This is an optimization exercise on Yosys and OpenROAD, whose aim is small area and few clock cycles, not a production implementation. The RTL was checked by simulation tests, not by an equivalence proof against the original design. Power and IR drop assume default switching activity. The clock port is modelled as an ideal driver; clocking choices that lean on that would not hold on a real chip.

== indigo ==
==> flow/design.v <==
module klb_tx (
    input  wire        clk,
    input  wire        rst,              
    input  wire        in_valid,
    input  wire [7:0]  in_data,
    output wire        in_ready,
    output wire        out_valid,
    output wire [7:0]  out_data,
    output wire        out_last,         
    input  wire        out_ready,
    output wire [31:0] keyup_delay_us,
    output reg  [7:0]  persistence,
    output reg  [7:0]  slot_time,
    output reg  [7:0]  tx_tail,
    output reg  [15:0] framing_errors,
    output reg  [7:0]  overflow_errors
);
    localparam [7:0] FEND  = 8'hC0;
    localparam [7:0] FESC  = 8'hDB;
    localparam [7:0] TFEND = 8'hDC;
    localparam [7:0] TFESC = 8'hDD;
    localparam [7:0]  KEYUP_DEFAULT_ARG = 8'd5;    
    localparam [7:0]  PERSIST_DEFAULT   = 8'd63;
    localparam [7:0]  SLOTTIME_DEFAULT  = 8'd10;
    localparam [7:0]  TXTAIL_DEFAULT    = 8'd2;
    localparam WB = 2;              
    localparam W  = 1 << WB;             
    localparam NR = 128 / W;             
    localparam PD = 3;             
    reg        in_frame;     
    reg        esc;
    reg        have_cmd;
    reg  [3:0] cmd;
    reg        flag;         
    reg  [7:0] acc;          
    wire [2:0] q = acc[7:5];
    wire [4:0] r = acc[4:0];
    wire       is_data    = (cmd == 4'h0);
    wire       frame_full = (q == 3'd4) && (r == 5'd8);   
    reg  [8*W-1:0] row [0:NR-1];
    reg  [NR-1:0]  rv;           
    reg  [WB-1:0]  wpos;         
    reg  [WB-1:0]  rpos;         
    reg        act;          
    reg  [1:0] os;           
    reg  [2:0] cd;           
    reg  [4:0] lr;           
    reg  [4:0] bc;           
    wire is_fend = (in_data == FEND);
    wire is_fesc = (in_data == FESC);
    wire is_tfx  = (in_data == TFEND) || (in_data == TFESC);
    wire dec_valid = in_frame && !is_fend && (esc ? is_tfx : !is_fesc);
    wire dec_error = in_frame && !is_fend && esc && !is_tfx;
    wire [7:0] dec_byte = esc ? (in_data[0] ? FESC : FEND) : in_data;
    wire pay_state = in_frame && have_cmd && is_data && !flag;
    wire head_ok  = rv[NR-1];
    wire rd       = act && out_ready && (os == 2'd2) && head_ok;
    wire blk_end  = (os == 2'd2) ? (bc == 5'd1) : (os == 2'd1) && (bc == 5'd0);
    wire fin      = act && out_ready && blk_end && (cd == 3'd0) &&
                    ((os != 2'd2) || head_ok);
    wire pay_last = (bc == 5'd1) && ((cd == 3'd0) || ((cd == 3'd1) && (lr == 5'd0)));
    wire pop      = rd && ((rpos == W-1) || pay_last);
    reg  [NR-1:0] go;
    integer k;
    always @(*) begin
        go[NR-1] = !rv[NR-1] || pop;
        for (k = NR-2; k >= 0; k = k - 1)
            go[k] = !rv[k] || go[k+1];
    end
    wire closing  = in_frame && is_fend && have_cmd && is_data && !flag;
    reg  [7:0] pdq [0:PD-1];
    reg  [1:0] pcnt;
    wire       pend  = (pcnt != 2'd0);
    wire       pfull = (pcnt == PD);
    wire stall_full = pay_state && !frame_full && !go[0];
    wire stall_pend = closing && pfull && !fin;
    assign in_ready = !(stall_full || stall_pend);
    wire accept = in_valid && in_ready;
    wire wr     = accept && pay_state && dec_valid && !frame_full;
    wire ovf    = accept && pay_state && dec_valid && frame_full;
    wire commit = accept && closing;
    integer i;
    always @(posedge clk) begin
        if (wr)
            row[0][8*wpos +: 8] <= dec_byte;
        for (i = 1; i < NR; i = i + 1)
            if (go[i])
                row[i] <= row[i-1];
    end
    always @(posedge clk) begin
        if (rst || ovf) begin
            rv   <= {NR{1'b0}};
            wpos <= {WB{1'b0}};
        end else begin
            for (i = 1; i < NR; i = i + 1)
                if (go[i])
                    rv[i] <= rv[i-1];
            if (wr) begin
                wpos <= wpos + 1'b1;
                if (wpos == W-1)
                    rv[0] <= 1'b1;
                else if (go[1])
                    rv[0] <= 1'b0;
            end else if (commit && wpos != 0) begin
                rv[0] <= 1'b1;
                wpos  <= {WB{1'b0}};
            end else if (go[1]) begin
                rv[0] <= 1'b0;
            end
        end
    end
    always @(posedge clk) begin
        if (rst)
            rpos <= {WB{1'b0}};
        else if (pop)
            rpos <= {WB{1'b0}};
        else if (rd)
            rpos <= rpos + 1'b1;
    end
    reg [7:0] keyup_arg;
    always @(posedge clk) begin
        if (rst) begin
            in_frame        <= 1'b0;
            esc             <= 1'b0;
            have_cmd        <= 1'b0;
            cmd             <= 4'd0;
            flag            <= 1'b0;
            acc             <= 8'd0;
            keyup_arg       <= KEYUP_DEFAULT_ARG;
            persistence     <= PERSIST_DEFAULT;
            slot_time       <= SLOTTIME_DEFAULT;
            tx_tail         <= TXTAIL_DEFAULT;
            framing_errors  <= 16'd0;
            overflow_errors <= 8'd0;
        end else if (accept) begin
            if (!in_frame) begin
                if (is_fend) begin
                    in_frame <= 1'b1;
                    esc      <= 1'b0;
                    have_cmd <= 1'b0;
                    flag     <= 1'b0;
                    acc      <= 8'd0;
                end else begin
                    framing_errors <= framing_errors + 16'd1;
                end
            end else if (is_fend) begin
                in_frame <= 1'b0;
                if (esc)
                    framing_errors <= framing_errors + 16'd1;
                if (have_cmd) begin
                    case (cmd)
                    4'h0: if (flag) overflow_errors <= overflow_errors + 8'd1;
                    4'h1: if (flag) keyup_arg   <= acc;
                    4'h2: if (flag) persistence <= acc;
                    4'h3: if (flag) slot_time   <= acc;
                    4'h4: if (flag) tx_tail     <= acc;
                    4'hF: begin
                        keyup_arg   <= KEYUP_DEFAULT_ARG;
                        persistence <= PERSIST_DEFAULT;
                        slot_time   <= SLOTTIME_DEFAULT;
                        tx_tail     <= TXTAIL_DEFAULT;
                    end
                    default: ;
                    endcase
                end
            end else begin
                if (dec_error)
                    framing_errors <= framing_errors + 16'd1;
                esc <= !esc && is_fesc;
                if (dec_valid) begin
                    if (!have_cmd) begin
                        have_cmd <= 1'b1;
                        cmd      <= dec_byte[3:0];
                    end else if (!is_data) begin
                        if (!flag) begin
                            flag <= 1'b1;
                            acc  <= dec_byte;
                        end
                    end else if (!flag) begin
                        if (frame_full)
                            flag <= 1'b1;
                        else if (r == 5'd29)
                            acc <= {q + 3'd1, 5'd0};
                        else
                            acc <= {q, r + 5'd1};
                    end
                end
            end
        end
    end
    wire [10:0] karg7   = {keyup_arg, 3'd0} - {3'd0, keyup_arg};
    wire [17:0] karg625 = {1'b0, keyup_arg, 9'd0} + {3'd0, karg7, 4'd0} + {10'd0, keyup_arg};
    assign keyup_delay_us = {10'd0, karg625, 4'd0};
    wire [4:0] blen = (cd != 3'd0) ? 5'd30 : lr;
    wire take = !act || fin;             
    wire pop_d  = take && pend;
    wire push_d = commit && !(take && !pend);
    integer j;
    always @(posedge clk) begin
        if (rst) begin
            act  <= 1'b0;
            os   <= 2'd0;
            cd   <= 3'd0;
            lr   <= 5'd0;
            bc   <= 5'd0;
            pcnt <= 2'd0;
        end else begin
            if (act && out_ready) begin
                case (os)
                2'd0: begin
                    os <= 2'd1;
                    bc <= blen;
                end
                2'd1: begin
                    if (bc != 5'd0) os <= 2'd2;
                end
                default: begin
                    if (head_ok) begin
                        bc <= bc - 5'd1;
                        if (bc == 5'd1) begin
                            os <= 2'd0;
                            cd <= cd - 3'd1;
                        end
                    end
                end
                endcase
            end
            if (take) begin
                if (pend) begin
                    act <= 1'b1;
                    os  <= 2'd0;
                    {cd, lr} <= pdq[0];
                end else if (commit) begin
                    act <= 1'b1;
                    os  <= 2'd0;
                    {cd, lr} <= acc;
                end else begin
                    act <= 1'b0;
                end
            end
            if (push_d && !pop_d) pcnt <= pcnt + 2'd1;
            else if (pop_d && !push_d) pcnt <= pcnt - 2'd1;
        end
    end
    always @(posedge clk) begin
        for (j = 0; j < PD; j = j + 1) begin
            if (pop_d) begin
                if (push_d && j == pcnt - 1) pdq[j] <= acc;
                else if (j < PD - 1) pdq[j] <= pdq[j+1];
            end else if (push_d && j == pcnt)
                pdq[j] <= acc;
        end
    end
    reg [7:0] out_byte;
    always @(*) begin
        case (os)
        2'd0:    out_byte = {3'd0, blen} + 8'd1;
        2'd1:    out_byte = {5'd0, cd};
        default: out_byte = row[NR-1][8*rpos +: 8];
        endcase
    end
    assign out_valid = act && ((os != 2'd2) || head_ok);
    assign out_data  = out_byte;
    assign out_last  = blk_end;
endmodule
export LEC_CHECK = 0
export ABC_AREA = 1
export CAP_MARGIN = 20
export CORE_MARGIN = 2
export CORE_UTILIZATION = 65
export CTS_BUF_LIST = sky130_fd_sc_hd__clkbuf_8
export CTS_CLUSTER_DIAMETER = 80
export CTS_CLUSTER_SIZE = 16
export SLEW_MARGIN = 20
create_clock -name core_clock -period 8.0 [get_ports {clk}]
standard.sh (not shown) runs the stock make flow with config.mk's settings and CLKGATE_MAP_FILE= SYNTH_SCRIPT=/design/flow/synth_recipe.tcl, a recipe that flattens the netlist after the stock synthesis.
==> flow/flow/run.sh <==
#!/bin/bash
# The standard layout (the standard.sh, unchanged synthesis, floorplan,
# power grid and routing) with two changes:
#  - the port buffers use the smallest buffer, sky130_fd_sc_hd__buf_1;
#  - clock tree synthesis inserts no dummy loads.
# make's full output goes to flow_make.log in this folder; the tools' own
# logs stay under orfs/logs/.
set -euo pipefail
bash standard.sh \
  "BUFFER_PORTS_ARGS=-buffer_cell sky130_fd_sc_hd__buf_1" \
  "CTS_ARGS=-sink_clustering_enable -repair_clock_nets -sink_clustering_size 16 -sink_clustering_max_diameter 80 -buf_list sky130_fd_sc_hd__clkbuf_8 -dont_use_dummy_load" \
  finish > flow_make.log 2>&1
Testbench counts of indigo, summed over its fixed seeds: cycles 21,136.
Modified inputs, ember compared to indigo
- CTS_CLUSTER_DIAMETER changed from 80 to 100
- CTS_BUF_LIST changed from sky130_fd_sc_hd__clkbuf_8 to sky130_fd_sc_hd__clkbuf_16
- CTS_CLUSTER_SIZE changed from 16 to 30
- ABC_AREA removed (was 1)
==> flow/run.sh (new file) <==
#!/bin/bash
# synth_recipe.tcl (not shown) runs the flow's synth.tcl, then flattens the netlist and writes it again
# the make line also repeats each setting of config.mk as NAME=value (left out here)
make -C /OpenROAD-flow-scripts/flow DESIGN_CONFIG=/design/flow/config.mk WORK_HOME=/design/flow/orfs CLKGATE_MAP_FILE= SYNTH_SCRIPT=/design/flow/synth_recipe.tcl finish
removed: flow/flow/run.sh
removed: flow/standard.sh
### Flow results
The first-pass GRT wire length number comes out lower for ember vs indigo. The transition time at the pin with the least slew margin reported for ember is greater than that of indigo by 0.12 ns. indigo -> ember: area of placed instances increased slightly.
--- input diff ember..yarrow ---
- CTS_BUF_LIST now sky130_fd_sc_hd__clkbuf_8, was sky130_fd_sc_hd__clkbuf_16
- CTS_CLUSTER_DIAMETER now 80, was 100
- CTS_CLUSTER_SIZE now 16, was 30
==> flow/flow/run.sh (new file) <==
#!/bin/bash
# The standard layout (the standard.sh, unchanged synthesis, floorplan,
# power grid and routing) with two changes:
#  - the port buffers use the smallest buffer, sky130_fd_sc_hd__buf_1;
#  - clock tree synthesis inserts no dummy loads.
# make's full output goes to flow_make.log in this folder; the tools' own
# logs stay under orfs/logs/.
set -euo pipefail
bash standard.sh \
  "BUFFER_PORTS_ARGS=-buffer_cell sky130_fd_sc_hd__buf_1" \
  "CTS_ARGS=-sink_clustering_enable -repair_clock_nets -sink_clustering_size 16 -sink_clustering_max_diameter 80 -buf_list sky130_fd_sc_hd__clkbuf_8 -dont_use_dummy_load" \
  finish > flow_make.log 2>&1
==> flow/standard.sh (new file) <==
#!/bin/bash
# synth_recipe.tcl (not shown) runs the flow's synth.tcl, then flattens the netlist and writes it again
# the make line also repeats each setting of config.mk as NAME=value (left out here)
make -C /OpenROAD-flow-scripts/flow DESIGN_CONFIG=/design/flow/config.mk WORK_HOME=/design/flow/orfs CLKGATE_MAP_FILE= SYNTH_SCRIPT=/design/flow/synth_recipe.tcl "${@:-finish}"
removed: flow/run.sh
Notes after the runs:
From ember to yarrow the numbers moved as follows: shortest period the worst path allows now sits lower, minimum hold slack lower, insertion delay to the later sink of the worst-skew pair increased by 0.05 ns relative to the old numbers, routing usage on met3 +1.3 points. Total power consumption of the routed design: higher on ember. yarrow completed every stage of the flow, and the final layout passed the timing, DRC and antenna checks. ember completed; timing, DRC and antenna clean.
Relative to yarrow, the following input files were edited for tundra:
- a change of CTS_CLUSTER_DIAMETER from 80 to 90
- a change of CTS_CLUSTER_SIZE from 16 to 20
--- a/flow/flow/run.sh
+++ b/flow/flow/run.sh
@@ -10,3 +10,3 @@
   "BUFFER_PORTS_ARGS=-buffer_cell sky130_fd_sc_hd__buf_1" \
-  "CTS_ARGS=-sink_clustering_enable -repair_clock_nets -sink_clustering_size 16 -sink_clustering_max_diameter 80 -buf_list sky130_fd_sc_hd__clkbuf_8 -dont_use_dummy_load" \
+  "CTS_ARGS=-sink_clustering_enable -repair_clock_nets -sink_clustering_size 20 -sink_clustering_max_diameter 90 -buf_list sky130_fd_sc_hd__clkbuf_8 -dont_use_dummy_load" \
   finish > flow_make.log 2>&1
[summary]
Relative to yarrow, sequential share of layout area increased by 0.40 points in tundra. tundra vs. yarrow: power share of the clock group moved down; pin slew with the least headroom to its limit level; amount of wire on met2 after detailed routing moved down. Of yarrow and tundra, the run reporting the lower clock skew was tundra. Detailed route, tundra vs yarrow: via total lower for tundra. Via count of the first global-routing pass in tundra vs yarrow: down 1.0%. Compared with yarrow, final cell area excluding filler cells in tundra decreased slightly. The area growth from synthesis to layout of tundra falls short of that of yarrow by 0.52 points.

========
main:
Starts from the design.v that is shown in full above.
Settings: LEC_CHECK=0, CAP_MARGIN=20, CORE_MARGIN=2, CORE_UTILIZATION=65, CTS_BUF_LIST=sky130_fd_sc_hd__clkbuf_16, CTS_CLUSTER_DIAMETER=100, CTS_CLUSTER_SIZE=30, SLEW_MARGIN=20; clock period 8.0 ns.
==> flow/flow/run.sh <==
#!/bin/bash
# The standard layout (the standard.sh, unchanged synthesis, floorplan,
# power grid and routing) with two changes:
#  - the port buffers use the smallest buffer, sky130_fd_sc_hd__buf_1;
#  - clock tree synthesis inserts no dummy loads.
# make's full output goes to flow_make.log in this folder; the tools' own
# logs stay under orfs/logs/.
set -euo pipefail
bash standard.sh \
  "BUFFER_PORTS_ARGS=-buffer_cell sky130_fd_sc_hd__buf_1" \
  "CTS_ARGS=-sink_clustering_enable -repair_clock_nets -sink_clustering_size 30 -sink_clustering_max_diameter 100 -buf_list sky130_fd_sc_hd__clkbuf_16 -dont_use_dummy_load" \
  finish > flow_make.log 2>&1
Testbench counts of main, summed over its fixed seeds: cycles 21,136.
For the feature branch, these inputs were changed with respect to main:
# main
export LEC_CHECK = 0
export CAP_MARGIN = 20
export CORE_MARGIN = 2
export CORE_UTILIZATION = 65
export CTS_BUF_LIST = sky130_fd_sc_hd__clkbuf_16
export CTS_CLUSTER_DIAMETER = 100
export CTS_CLUSTER_SIZE = 30
export SLEW_MARGIN = 20
create_clock -name core_clock -period 8.0 [get_ports {clk}]
# the feature branch
export LEC_CHECK = 0
export CAP_MARGIN = 20
export CORE_MARGIN = 2
export CORE_UTILIZATION = 65
export CTS_BUF_LIST = sky130_fd_sc_hd__clkbuf_8
export CTS_CLUSTER_DIAMETER = 80
export CTS_CLUSTER_SIZE = 16
export SLEW_MARGIN = 20
create_clock -name core_clock -period 8.0 [get_ports {clk}]
==> flow/run.sh (new file) <==
#!/bin/bash
# synth_recipe.tcl (not shown) runs the flow's synth.tcl, then flattens the netlist and writes it again
# the make line also repeats each setting of config.mk as NAME=value (left out here)
make -C /OpenROAD-flow-scripts/flow DESIGN_CONFIG=/design/flow/config.mk WORK_HOME=/design/flow/orfs CLKGATE_MAP_FILE= SYNTH_SCRIPT=/design/flow/synth_recipe.tcl finish
removed: flow/flow/run.sh
removed: flow/standard.sh
Results
- Compared with main, the feature branch degrades post-route standard cell area excluding fillers.
- In the feature branch, the violation count after the first detailed-route iteration came out about 6.5% below the value in main.
- In the feature branch, the setup slack came out 0.54 ns below the value in main.
- Relative contribution of sequential cells to total power ends up lower on the feature branch.
- Comparing the feature branch and main, the lower global routing met1 resource utilization is on main.

## static timing again, ports no longer ideal
In the flow no input, the clock included, has a driving cell. The finished layouts below were timed again as built, in two steps. Step 1, drivers: a clkbuf_16 drives clk and a buf_2 each remaining input, both assumed. Step 2 times the ports against the registers' clock, not the clock port: input delays grow and output delays shrink by t, the midpoint of the rising clock arrivals with the driver on. a / b / c = ideal / step 1 / step 2; a / b = the first two.
| run | t (ns) | slack for setup (ns) | hold WS [ns] | worst setup path at the end | worst slew at a driven data input, ns |
|---|---|---|---|---|---|
| indigo | 0.695 | 0.756 / 0.735 / 0.735 | 0.384 / 0.384 / 0.384 | input to output | 0.03 |
| ember | 0.669 | 1.761 / 1.702 / 2.055 | 0.414 / 0.414 / 0.414 | input to output | 0.05 |
| yarrow | 0.704 | 2.109 / 2.053 / 2.295 | 0.375 / 0.375 / 0.375 | input to output | 0.05 |
| tundra | 0.700 | 2.136 / 2.079 / 2.282 | 0.399 / 0.399 / 0.399 | input to output | 0.05 |
| main | 0.645 | 2.223 / 2.166 / 2.321 | 0.403 / 0.403 / 0.403 | input to output | 0.05 |
| the feature branch | 0.736 | 1.683 / 1.626 / 2.067 | 0.409 / 0.409 / 0.409 | input to output | 0.05 |
After both steps setup and hold are still met in every run listed. The setup slack of indigo, which loses most, moves by -0.021 ns with the drivers and by -0.021 ns with both steps.
